Source: an optimization exercise on an open RTL-to-GDS flow (aim: small area, a short achievable clock period and few clock cycles per item). Production flows keep margins and buffers that such runs may drop.
RTL that was checked went through simulation tests only; none was proved equivalent to the original.
Power is estimated from default activity; no workload was simulated.

## sfd_tx
module sfd_tx (
    input  wire        clk,
    input  wire        rst,
    input  wire        in_valid,
    input  wire [7:0]  in_op,
    input  wire [7:0]  in_dest,
    input  wire [7:0]  in_byte,
    input  wire        in_last,
    input  wire        in_empty,
    output wire        in_ready,
    output wire        tx_valid,
    output wire [7:0]  tx_byte,
    input  wire        tx_ready
);
Settings: LEC_CHECK=0, CAP_MARGIN=20, CORE_MARGIN=2, CORE_UTILIZATION=55, CTS_CLUSTER_DIAMETER=120, CTS_CLUSTER_SIZE=28, PLACE_DENSITY=0.65, SETUP_SLACK_MARGIN=3.65, SLEW_MARGIN=20; clock period 6.0 ns.
standard.sh (not shown) runs the stock make flow with config.mk's settings and CLKGATE_MAP_FILE= SYNTH_SCRIPT=/design/flow/synth_recipe.tcl, a recipe that flattens the netlist after the stock synthesis.
==> flow/flow/run.sh <==
#!/bin/bash
# The standard layout (the standard.sh, ORFS make targets), with one change:
# the port buffers that buffer_ports inserts are sky130_fd_sc_hd__buf_4 cells
# instead of the default choice (clkdlybuf4s50_1, a slow delay cell).
# Each tool's output goes to a log of its own: ORFS keeps its per-step logs
# under orfs/logs/, and make's own output goes to make_finish.log here.
set -euo pipefail
bash standard.sh "BUFFER_PORTS_ARGS=-buffer_cell sky130_fd_sc_hd__buf_4" finish > make_finish.log 2>&1
Next try:
--- a/flow/design.v
+++ b/flow/design.v
@@ -6,25 +6,25 @@
     input  wire [7:0]  in_dest,
     input  wire [7:0]  in_byte,
     input  wire        in_last,
     input  wire        in_empty,
     output wire        in_ready,
     output wire        tx_valid,
     output wire [7:0]  tx_byte,
     input  wire        tx_ready
 );
     localparam [7:0] MARKER       = 8'h1B;
     localparam [7:0] LIT_SENTINEL = 8'h1C;
     localparam [7:0] OP_DATA      = 8'h44;
-    reg  [7:0]  buf_mem [0:30];
+    reg  [7:0]  buf_mem [0:31];
     reg  [5:0]  top;           
     reg         pf_v;          
     reg  [7:0]  pf_b;
     reg         in_rdy;        
     reg         in_cmd;        
     reg         ib_v;          
     reg  [7:0]  ib_byte;
     reg         ib_last;
     reg         ib_empty;
     reg         col_isd;       
     reg  [7:0]  col_op;
     reg  [7:0]  col_dest;
@@ -96,48 +96,48 @@
     wire        take_col = want && !rdy_valid && col_closed;
     wire        pos_lt8  = (pos[5:3] == 3'd0);
     wire        hold     = active && pos_lt8;
     wire        to_rdy   = col_closed && !take_col && !rdy_valid && !(hold && !out_src);
     wire        col_move = take_col || to_rdy;
     wire        push     = emit || take_rdy || take_col;
     wire [7:0]  push_b   = emit ? next_b : MARKER;
     wire        rd       = emit && in_body;
     reg  [7:0]  rdata;
     integer k;
     always @(*) begin
         rdata = 8'h00;
-        for (k = 0; k < 31; k = k + 1)
+        for (k = 0; k < 32; k = k + 1)
             rdata = rdata | (buf_mem[k] & {8{top[4:0] == k}});
     end
     wire        buf_rd   = !top[5] && (!pf_v || rd);
-    wire        occ31    = (top == 6'd29);
-    wire        occ32    = (top == 6'd30);
+    wire        occ31    = (top == 6'd30);
+    wire        occ32    = (top == 6'd31);
     wire        wr_in    = consume && !ib_empty;
     wire        wr_s     = s_pend && !occ32;
     wire        wr       = wr_in || wr_s;
     wire        full_n   = !buf_rd && (occ32 || (occ31 && wr));
     wire        spend_n  = consume ? (two && !nofit) : (s_pend && !wr_s);
     wire        closed_n = (consume && close) || (col_closed && (col_move ? carry_last : 1'b1));
     wire        cap_n    = !spend_n && !closed_n && !full_n;
     wire        ibv_n    = fire || (ib_v && !consume);
     wire        active_n = want ? (take_rdy || take_col) : active;
     wire        lt8_n    = emit ? (done || (pos[5:3] == 3'd0 && pos[2:0] != 3'd7)) : (idle || pos_lt8);
     wire        src_n    = take_rdy ? 1'b0 : take_col ? 1'b1 : out_src;
     wire        in_cmd_n = fire ? !(in_last || in_empty) : in_cmd;
     wire        colbusy_n = ibv_n || closed_n || (active_n && lt8_n && src_n);
     wire        in_rdy_n = (!ibv_n || cap_n) && !(!in_cmd_n && colbusy_n);
     integer i;
     always @(posedge clk) begin
         if (wr) begin
-            for (i = 30; i > 0; i = i - 1)
+            for (i = 31; i > 0; i = i - 1)
                 buf_mem[i] <= buf_mem[i - 1];
             buf_mem[0] <= s_pend ? LIT_SENTINEL : ib_byte;
         end
         if (in_rdy) begin
             ib_byte  <= in_byte;
             ib_last  <= in_last;
             ib_empty <= in_empty;
         end
         if (in_rdy && !in_cmd) begin
             col_op   <= in_op;
             col_dest <= in_dest;
             col_isd  <= (in_op == OP_DATA);
Result: Fmax rises by 3.1%. Routed wire length rises by 1.8%. Synthesized area rises by 2.7%. Cell area rises by 0.99%. Power rises by 2.7%. Utilization falls by 1.1 points. Die area rises by 2.6%. Cell count rises by 0.69%. Via count falls by 0.43%.
Testbench counts after the change, summed over its fixed seeds: cycles 47,888, bytes 31,638.
The RTL of the first run of this note was laid out without a check of its function.

---

The RTL this note starts from:
==> flow/design.v <==
module sfd_tx (
    input  wire        clk,
    input  wire        rst,
    input  wire        in_valid,
    input  wire [7:0]  in_op,
    input  wire [7:0]  in_dest,
    input  wire [7:0]  in_byte,
    input  wire        in_last,
    input  wire        in_empty,
    output wire        in_ready,
    output wire        tx_valid,
    output wire [7:0]  tx_byte,
    input  wire        tx_ready
);
    localparam [7:0] MARKER       = 8'h1B;
    localparam [7:0] LIT_SENTINEL = 8'h1C;
    localparam [7:0] OP_DATA      = 8'h44;
    reg  [7:0]  buf_mem [0:31];
    reg  [5:0]  top;           
    reg         pf_v;          
    reg  [7:0]  pf_b;
    reg         in_rdy;        
    reg         in_cmd;        
    reg         ib_v;          
    reg  [7:0]  ib_byte;
    reg         ib_last;
    reg         ib_empty;
    reg         col_isd;       
    reg  [7:0]  col_op;
    reg  [7:0]  col_dest;
    reg  [5:0]  cnt;           
    reg         pair;          
    reg         s_pend;        
    reg         col_closed;    
    reg         carry;         
    reg         carry_last;    
    reg         cap;           
    reg         rdy_valid;
    reg  [7:0]  rdy_op;
    reg  [7:0]  rdy_dest;
    reg  [5:0]  rdy_end;       
    reg         active;        
    reg  [5:0]  pos;           
    reg         out_src;       
    reg  [5:0]  out_end;       
    reg  [15:0] seq;
    reg         tx_v;
    reg  [7:0]  tx_b;
    assign in_ready = in_rdy;
    assign tx_valid = tx_v;
    assign tx_byte  = tx_b;
    function [5:0] inc6(input [5:0] x);
        inc6 = x ^ {&x[4:0], &x[3:0], &x[2:0], &x[1:0], x[0], 1'b1};
    endfunction
    function [5:0] dec6(input [5:0] x);
        dec6 = x ^ {~|x[4:0], ~|x[3:0], ~|x[2:0], ~|x[1:0], ~x[0], 1'b1};
    endfunction
    function [4:0] inc5(input [4:0] x);
        inc5 = x ^ {&x[3:0], &x[2:0], &x[1:0], x[0], 1'b1};
    endfunction
    wire        fire     = in_valid && in_rdy;
    wire        consume  = ib_v && cap;
    wire        is_mk    = (ib_byte == MARKER) && !ib_empty;
    wire        is_m     = col_isd && is_mk;
    wire        two      = is_m && pair;
    wire        c30      = (cnt == 6'd39);
    wire        c31      = (cnt == 6'd40);
    wire        nofit    = two && c31;
    wire [5:0]  cnt1     = inc6(cnt);
    wire [5:0]  cnt2     = {inc5(cnt[5:1]), cnt[0]};
    wire [5:0]  ncnt     = two ? cnt2 : cnt1;
    wire        close    = ib_last || ib_empty || c31 || (c30 && two);
    wire [5:0]  close_len = ib_empty ? cnt : nofit ? 6'd40 : ncnt;
    reg  [7:0]  hdr;
    always @(*) begin
        case (pos[3:0])
            4'd0, 4'd1, 4'd2: hdr = MARKER;
            4'd4:             hdr = seq[15:8];
            4'd5:             hdr = seq[7:0];
            4'd6:             hdr = out_src ? col_op : rdy_op;
            4'd7:             hdr = out_src ? col_dest : rdy_dest;
            4'd9:             hdr = {2'b00, out_end - 6'd9};
            default:          hdr = 8'h00;
        endcase
    end
    wire        in_body  = (pos >= 6'd10);
    wire [7:0]  next_b   = in_body ? pf_b : hdr;
    wire        adv      = !tx_v || tx_ready;  
    wire        ready_b  = !in_body || pf_v;   
    wire        emit     = adv && active && ready_b;
    wire        idle     = adv && !active;
    wire        pos_last = (pos == out_end);
    wire        done     = emit && pos_last;
    wire        want     = done || idle;
    wire        take_rdy = want && rdy_valid;
    wire        take_col = want && !rdy_valid && col_closed;
    wire        pos_lt8  = (pos[5:3] == 3'd0);
    wire        hold     = active && pos_lt8;
    wire        to_rdy   = col_closed && !take_col && !rdy_valid && !(hold && !out_src);
    wire        col_move = take_col || to_rdy;
    wire        push     = emit || take_rdy || take_col;
    wire [7:0]  push_b   = emit ? next_b : MARKER;
    wire        rd       = emit && in_body;
    reg  [7:0]  rdata;
    integer k;
    always @(*) begin
        rdata = 8'h00;
        for (k = 0; k < 32; k = k + 1)
            rdata = rdata | (buf_mem[k] & {8{top[4:0] == k}});
    end
    wire        buf_rd   = !top[5] && (!pf_v || rd);
    wire        occ31    = (top == 6'd30);
    wire        occ32    = (top == 6'd31);
    wire        wr_in    = consume && !ib_empty;
    wire        wr_s     = s_pend && !occ32;
    wire        wr       = wr_in || wr_s;
    wire        full_n   = !buf_rd && (occ32 || (occ31 && wr));
    wire        spend_n  = consume ? (two && !nofit) : (s_pend && !wr_s);
    wire        closed_n = (consume && close) || (col_closed && (col_move ? carry_last : 1'b1));
    wire        cap_n    = !spend_n && !closed_n && !full_n;
    wire        ibv_n    = fire || (ib_v && !consume);
    wire        active_n = want ? (take_rdy || take_col) : active;
    wire        lt8_n    = emit ? (done || (pos[5:3] == 3'd0 && pos[2:0] != 3'd7)) : (idle || pos_lt8);
    wire        src_n    = take_rdy ? 1'b0 : take_col ? 1'b1 : out_src;
    wire        in_cmd_n = fire ? !(in_last || in_empty) : in_cmd;
    wire        colbusy_n = ibv_n || closed_n || (active_n && lt8_n && src_n);
    wire        in_rdy_n = (!ibv_n || cap_n) && !(!in_cmd_n && colbusy_n);
    integer i;
    always @(posedge clk) begin
        if (wr) begin
            for (i = 31; i > 0; i = i - 1)
                buf_mem[i] <= buf_mem[i - 1];
            buf_mem[0] <= s_pend ? LIT_SENTINEL : ib_byte;
        end
        if (in_rdy) begin
            ib_byte  <= in_byte;
            ib_last  <= in_last;
            ib_empty <= in_empty;
        end
        if (in_rdy && !in_cmd) begin
            col_op   <= in_op;
            col_dest <= in_dest;
            col_isd  <= (in_op == OP_DATA);
        end
        if (to_rdy) begin
            rdy_op   <= col_op;
            rdy_dest <= col_dest;
            rdy_end  <= cnt;
        end
        if (take_rdy) begin
            out_src  <= 1'b0;
            out_end  <= rdy_end;
        end
        if (take_col) begin
            out_src  <= 1'b1;
            out_end  <= cnt;
        end
        if (buf_rd)
            pf_b <= rdata;
        if (adv)
            tx_b <= push_b;
    end
    always @(posedge clk) begin
        if (rst) begin
            top        <= 6'h3F;
            pf_v       <= 1'b0;
            in_rdy     <= 1'b1;
            in_cmd     <= 1'b0;
            ib_v       <= 1'b0;
            cnt        <= 6'd9;
            pair       <= 1'b0;
            s_pend     <= 1'b0;
            col_closed <= 1'b0;
            carry      <= 1'b0;
            carry_last <= 1'b0;
            cap        <= 1'b1;
            rdy_valid  <= 1'b0;
            active     <= 1'b0;
            pos        <= 6'd0;
            seq        <= 16'h0000;
            tx_v       <= 1'b0;
        end else begin
            if (wr && !buf_rd)
                top <= inc6(top);
            else if (buf_rd && !wr)
                top <= dec6(top);
            pf_v <= buf_rd || (pf_v && !rd);
            in_rdy <= in_rdy_n;
            in_cmd <= in_cmd_n;
            ib_v   <= ibv_n;
            cap    <= cap_n;
            s_pend <= spend_n;
            if (adv)
                tx_v <= push;
            if (emit) begin
                if (done) begin
                    seq <= (seq == 16'hFFFE) ? 16'h0000 : seq + 16'd1;
                    pos <= 6'd0;
                end else begin
                    pos <= pos + 6'd1;
                end
            end else if (idle) begin
                pos <= 6'd1;
            end
            if (want)
                active <= take_rdy || take_col;
            if (take_rdy)
                rdy_valid <= 1'b0;
            if (to_rdy)
                rdy_valid <= 1'b1;
            if (col_move) begin
                col_closed <= carry_last;
                cnt        <= carry ? 6'd10 : 6'd9;
                pair       <= carry;
                carry      <= 1'b0;
                carry_last <= 1'b0;
            end
            if (consume) begin
                if (close) begin
                    col_closed <= 1'b1;
                    cnt        <= close_len;
                    carry      <= nofit;
                    carry_last <= nofit && ib_last;
                end else begin
                    cnt        <= ncnt;
                    pair       <= is_m && !pair;
                end
            end
        end
    end
endmodule
clock: 6.0 ns
lec_check: 0
cap_margin: 20
core_margin: 2
core_utilization: 65
cts_cluster_diameter: 120
cts_cluster_size: 28
place_density: 0.75
setup_slack_margin: 3.65
slew_margin: 20
Scripts as last shown in full above: flow/flow/run.sh
Testbench counts at the start, summed over its fixed seeds: cycles 47,888, bytes 31,638.
Rerun with:
--- a/flow/design.v
+++ b/flow/design.v
@@ -42,4 +42,5 @@
     reg         active;        
     reg  [5:0]  pos;           
+    reg         pos_last;      
     reg         out_src;       
     reg  [5:0]  out_end;       
@@ -90,5 +91,4 @@
     wire        emit     = adv && active && ready_b;
     wire        idle     = adv && !active;
-    wire        pos_last = (pos == out_end);
     wire        done     = emit && pos_last;
     wire        want     = done || idle;
@@ -178,4 +178,5 @@
             active     <= 1'b0;
             pos        <= 6'd0;
+            pos_last   <= 1'b0;
             seq        <= 16'h0000;
             tx_v       <= 1'b0;
@@ -195,11 +196,14 @@
             if (emit) begin
                 if (done) begin
-                    seq <= (seq == 16'hFFFE) ? 16'h0000 : seq + 16'd1;
-                    pos <= 6'd0;
+                    seq      <= (seq == 16'hFFFE) ? 16'h0000 : seq + 16'd1;
+                    pos      <= 6'd0;
+                    pos_last <= 1'b0;
                 end else begin
-                    pos <= pos + 6'd1;
+                    pos      <= pos + 6'd1;
+                    pos_last <= (pos + 6'd1 == out_end);
                 end
             end else if (idle) begin
-                pos <= 6'd1;
+                pos      <= 6'd1;
+                pos_last <= 1'b0;
             end
             if (want)
Effect: The new run went through all stages and came out clean. Cell area went up by 9.1%. Sequential share of layout area went down by 5.2 points. Worst setup slack gets worse by 0.0093 ns. Combinational power went up by 36%. Cell count went up by 14%. Power went up by 3.2%. Fmax went down by 0.39%.
Function not checked in the second run of this note: the RTL went through the layout flow alone.

---

Setup of build 55:
Another version of the RTL of sfd_tx (not shown whole).
Size in the first run: ~370 flip-flops, roughly 0.016 mm2 of cells after synthesis.
==> module sfd_tx, before the edit <==
module sfd_tx (
    input  wire        clk,
    input  wire        rst,
    input  wire        in_valid,
    input  wire [7:0]  in_op,
    input  wire [7:0]  in_dest,
    input  wire [7:0]  in_byte,
    input  wire        in_last,
    input  wire        in_empty,
    output wire        in_ready,
    output wire        tx_valid,
    output wire [7:0]  tx_byte,
    input  wire        tx_ready
);
    localparam [7:0] MARKER       = 8'h1B;
    localparam [7:0] LIT_SENTINEL = 8'h1C;
    localparam [7:0] OP_DATA      = 8'h44;
    reg  [7:0]  buf_mem [0:31];
    reg  [5:0]  wp;            
    reg  [5:0]  rp;            
    reg         in_cmd;        
    reg         col_isd;       
    reg  [7:0]  col_op;
    reg  [7:0]  col_dest;
    reg  [5:0]  cnt;           
    reg         pair;          
    reg         s_pend;        
    reg         col_closed;    
    reg         carry;         
    reg         carry_last;    
    reg         in_rdy;        
    reg         wen;           
    reg         rdy_valid;
    reg  [7:0]  rdy_op;
    reg  [7:0]  rdy_dest;
    reg  [5:0]  rdy_len;
    reg         active;        
    reg  [5:0]  pos;           
    reg         out_src;       
    reg  [5:0]  out_end;       
    reg  [15:0] seq;
    reg         tx_v;
    reg  [7:0]  tx_b;
    assign in_ready = in_rdy;
    assign tx_valid = tx_v;
    assign tx_byte  = tx_b;
    function [5:0] inc6(input [5:0] x);
        inc6 = x ^ {&x[4:0], &x[3:0], &x[2:0], &x[1:0], x[0], 1'b1};
    endfunction
    function [4:0] inc5(input [4:0] x);
        inc5 = x ^ {&x[3:0], &x[2:0], &x[1:0], x[0], 1'b1};
    endfunction
    wire        fire     = in_valid && in_rdy;
    wire        is_data  = in_cmd ? col_isd : (in_op == OP_DATA);
    wire        is_mk    = (in_byte == MARKER) && !in_empty;
    wire        is_m     = is_data && is_mk;
    wire        two      = is_m && pair;
    wire        c30      = (cnt == 6'd30);
    wire        c31      = (cnt == 6'd31);
    wire        nofit    = two && c31;
    wire [5:0]  cnt1     = inc6(cnt);
    wire [5:0]  cnt2     = {inc5(cnt[5:1]), cnt[0]};
    wire [5:0]  ncnt     = two ? cnt2 : cnt1;
    wire        in_end   = in_last || in_empty;
    wire        close    = in_end || c31 || (c30 && two);
    wire [5:0]  close_len = in_empty ? cnt : nofit ? 6'd31 : ncnt;
    reg  [7:0]  hdr;
    always @(*) begin
        case (pos[3:0])
            4'd0, 4'd1, 4'd2: hdr = MARKER;
            4'd4:             hdr = seq[15:8];
            4'd5:             hdr = seq[7:0];
            4'd6:             hdr = out_src ? col_op : rdy_op;
            4'd7:             hdr = out_src ? col_dest : rdy_dest;
            4'd9:             hdr = {2'b00, out_end - 6'd9};
            default:          hdr = 8'h00;
        endcase
    end
    wire        in_body  = (pos >= 6'd10);
    wire [7:0]  next_b   = in_body ? buf_mem[rp[4:0]] : hdr;
    wire        adv      = !tx_v || tx_ready;
    wire        emit     = adv && active;
    wire        pos_last = (pos == out_end);
    wire        done     = emit && pos_last;
    wire        want     = adv && (pos_last || !active);
    wire        take_rdy = want && rdy_valid;
    wire        take_col = want && !rdy_valid && col_closed;
    wire        pos_lt8  = (pos[5:3] == 3'd0);
    wire        hold     = active && pos_lt8;
    wire        to_rdy   = col_closed && !take_col && !rdy_valid && !(hold && !out_src);
    wire        col_move = take_col || to_rdy;
    wire        rd       = emit && in_body;
    wire [5:0]  wp1      = wp + 6'd1;
    wire [5:0]  rp_lap   = {~rp[5], rp[4:0]};
    wire        occ31    = (wp1 == rp_lap);
    wire        occ32    = (wp == rp_lap);
    wire        wr_in    = fire && !in_empty;
    wire        wr_s     = s_pend && !occ32;
    wire        wr       = wr_in || wr_s;
    wire        full_n   = !rd && (occ32 || (occ31 && wr));
    wire        spend_n  = fire ? (two && !nofit) : (s_pend && !wr_s);
    wire        closed_n = (fire && close) || (col_closed && (col_move ? carry_last : 1'b1));
    wire        active_n = want ? (take_rdy || take_col) : active;
    wire        lt8_n    = adv ? (!emit || done || (pos[5:3] == 3'd0 && pos[2:0] != 3'd7)) : pos_lt8;
    wire        src_n    = take_rdy ? 1'b0 : take_col ? 1'b1 : out_src;
    wire        in_cmd_n = fire ? !in_end : in_cmd;
    wire        newblk_n = !in_cmd_n && active_n && lt8_n && src_n;
    always @(posedge clk) begin
        if (wen)
            buf_mem[wp[4:0]] <= s_pend ? LIT_SENTINEL : in_byte;
        if (in_rdy && !in_cmd) begin
            col_op   <= in_op;
            col_dest <= in_dest;
        end
        if (to_rdy) begin
            rdy_op   <= col_op;
            rdy_dest <= col_dest;
            rdy_len  <= cnt;
        end
        if (take_rdy) begin
            out_src  <= 1'b0;
            out_end  <= rdy_len + 6'd9;
        end
        if (take_col) begin
            out_src  <= 1'b1;
            out_end  <= cnt + 6'd9;
        end
        if (emit)
            tx_b <= next_b;
        else if (adv)
            tx_b <= MARKER;
    end
    always @(posedge clk) begin
        if (rst) begin
            wp         <= 6'd0;
            rp         <= 6'd0;
            in_cmd     <= 1'b0;
            col_isd    <= 1'b0;
            cnt        <= 6'd0;
            pair       <= 1'b0;
            s_pend     <= 1'b0;
            col_closed <= 1'b0;
            carry      <= 1'b0;
            carry_last <= 1'b0;
            in_rdy     <= 1'b1;
            wen        <= 1'b1;
            rdy_valid  <= 1'b0;
            active     <= 1'b0;
            pos        <= 6'd0;
            seq        <= 16'h0000;
            tx_v       <= 1'b0;
        end else begin
            if (wr)
                wp <= wp1;
            if (rd)
                rp <= rp + 6'd1;
            in_rdy <= !spend_n && !closed_n && !full_n && !newblk_n;
            wen    <= (!spend_n && !closed_n && !full_n && !newblk_n) || (spend_n && !full_n);
            s_pend <= spend_n;
            if (adv) begin
                if (emit) begin
                    tx_v <= 1'b1;
                    if (done) begin
                        seq <= (seq == 16'hFFFE) ? 16'h0000 : seq + 16'd1;
                        pos <= 6'd0;
                    end else begin
                        pos <= pos + 6'd1;
                    end
                end else begin
                    tx_v <= take_rdy || take_col;
                    pos  <= 6'd1;
                end
            end
            if (want)
                active <= take_rdy || take_col;
            if (take_rdy)
                rdy_valid <= 1'b0;
            if (to_rdy)
                rdy_valid <= 1'b1;
            if (col_move) begin
                col_closed <= carry_last;
                cnt        <= carry ? 6'd1 : 6'd0;
                pair       <= carry;
                carry      <= 1'b0;
                carry_last <= 1'b0;
            end
            if (in_rdy && !in_cmd)
                col_isd <= (in_op == OP_DATA);
            if (fire) begin
                in_cmd <= !in_end;
                if (close) begin
                    col_closed <= 1'b1;
                    cnt        <= close_len;
                    carry      <= nofit;
                    carry_last <= nofit && in_last;
                end else begin
                    cnt        <= ncnt;
                    pair       <= is_m && !pair;
                end
            end
        end
    end
endmodule
Settings: LEC_CHECK=0, CAP_MARGIN=20, CORE_MARGIN=2, CORE_UTILIZATION=65, PLACE_DENSITY=0.75, SETUP_SLACK_MARGIN=3.3, SLEW_MARGIN=20; clock period 6.0 ns.
Scripts as last shown in full above: flow/flow/run.sh
Input-level comparison between build 81 and build 55:
--- a/flow/design.v
+++ b/flow/design.v
@@ -29,14 +29,14 @@
     reg         carry;         
     reg         carry_last;    
     reg         in_rdy;        
-    reg         wen;           
     reg         rdy_valid;
     reg  [7:0]  rdy_op;
     reg  [7:0]  rdy_dest;
     reg  [5:0]  rdy_len;
     reg         active;        
     reg  [5:0]  pos;           
-    reg         out_src;       
+    reg  [7:0]  out_op;
+    reg  [7:0]  out_dest;
     reg  [5:0]  out_end;       
     reg  [15:0] seq;
     reg         tx_v;
@@ -70,8 +70,8 @@
             4'd0, 4'd1, 4'd2: hdr = MARKER;
             4'd4:             hdr = seq[15:8];
             4'd5:             hdr = seq[7:0];
-            4'd6:             hdr = out_src ? col_op : rdy_op;
-            4'd7:             hdr = out_src ? col_dest : rdy_dest;
+            4'd6:             hdr = out_op;
+            4'd7:             hdr = out_dest;
             4'd9:             hdr = {2'b00, out_end - 6'd9};
             default:          hdr = 8'h00;
         endcase
@@ -85,9 +85,7 @@
     wire        want     = adv && (pos_last || !active);
     wire        take_rdy = want && rdy_valid;
     wire        take_col = want && !rdy_valid && col_closed;
-    wire        pos_lt8  = (pos[5:3] == 3'd0);
-    wire        hold     = active && pos_lt8;
-    wire        to_rdy   = col_closed && !take_col && !rdy_valid && !(hold && !out_src);
+    wire        to_rdy   = col_closed && !take_col && (!rdy_valid || take_rdy);
     wire        col_move = take_col || to_rdy;
     wire        rd       = emit && in_body;
     wire [5:0]  wp1      = wp + 6'd1;
@@ -100,13 +98,8 @@
     wire        full_n   = !rd && (occ32 || (occ31 && wr));
     wire        spend_n  = fire ? (two && !nofit) : (s_pend && !wr_s);
     wire        closed_n = (fire && close) || (col_closed && (col_move ? carry_last : 1'b1));
-    wire        active_n = want ? (take_rdy || take_col) : active;
-    wire        lt8_n    = adv ? (!emit || done || (pos[5:3] == 3'd0 && pos[2:0] != 3'd7)) : pos_lt8;
-    wire        src_n    = take_rdy ? 1'b0 : take_col ? 1'b1 : out_src;
-    wire        in_cmd_n = fire ? !in_end : in_cmd;
-    wire        newblk_n = !in_cmd_n && active_n && lt8_n && src_n;
     always @(posedge clk) begin
-        if (wen)
+        if (in_rdy || wr_s)
             buf_mem[wp[4:0]] <= s_pend ? LIT_SENTINEL : in_byte;
         if (in_rdy && !in_cmd) begin
             col_op   <= in_op;
@@ -118,11 +111,13 @@
             rdy_len  <= cnt;
         end
         if (take_rdy) begin
-            out_src  <= 1'b0;
+            out_op   <= rdy_op;
+            out_dest <= rdy_dest;
             out_end  <= rdy_len + 6'd9;
         end
         if (take_col) begin
-            out_src  <= 1'b1;
+            out_op   <= col_op;
+            out_dest <= col_dest;
             out_end  <= cnt + 6'd9;
         end
         if (emit)
@@ -143,7 +138,6 @@
             carry      <= 1'b0;
             carry_last <= 1'b0;
             in_rdy     <= 1'b1;
-            wen        <= 1'b1;
             rdy_valid  <= 1'b0;
             active     <= 1'b0;
             pos        <= 6'd0;
@@ -154,8 +148,7 @@
                 wp <= wp1;
             if (rd)
                 rp <= rp + 6'd1;
-            in_rdy <= !spend_n && !closed_n && !full_n && !newblk_n;
-            wen    <= (!spend_n && !closed_n && !full_n && !newblk_n) || (spend_n && !full_n);
+            in_rdy <= !spend_n && !closed_n && !full_n;
             s_pend <= spend_n;
             if (adv) begin
                 if (emit) begin
Notes after the runs:
- Build 81 against build 55; final instance area is up slightly.
- Per the comparison of build 81 with build 55, via density per instance shows a reduction of 0.092; filler cell count in the final layout shows an increase of about 9%; number of cells traversed by the worst register-to-register path shows a reduction of 5; weighted congestion at the end of routability-driven global placement shows a reduction of 6.8%.
Function was not checked in any run of this note: the RTL went through the layout flow alone.

afterwards: timing with drivers on the ports:
The flow's constraints put no driver on any port. The routed layouts listed below were extracted and timed again, unchanged, in two steps. Step 1: set_driving_cell puts a clkbuf_16 on clk and a buf_2 on each other input, an assumption about the parent block. Step 2 adds t to the input delays and takes it off the output delays; t is the mean of the earliest and latest rising clock arrival at the registers after step 1. Input paths then give back, and output paths get back, about the clock's delay inside the block. a / b / c = no drivers / after step 1 / after step 2; a / b = the first two.
| run | t, ns | slack for setup (ns) | cell pins on the clock port's net |
|---|---|---|---|
| the first run of note 1 | 0.550 | 3.586 / 3.605 / 3.055 | 1 |
| the second run of note 1 | 0.562 | 3.658 / 3.648 / 3.194 | 1 |
| the first run of note 2 | 0.559 | 3.637 / 3.629 / 3.093 | 1 |
| the second run of note 2 | 0.567 | 3.628 / 3.618 / 3.125 | 1 |
| build 55 | 0.575 | 3.347 / 3.347 / 2.793 | 1 |
| build 81 | 0.571 | 3.249 / 3.249 / 2.845 | 1 |
After both steps setup and hold are still met in every run listed. The setup slack of build 55, which loses most, moves by 0.000 ns with the drivers and by -0.554 ns with both steps.
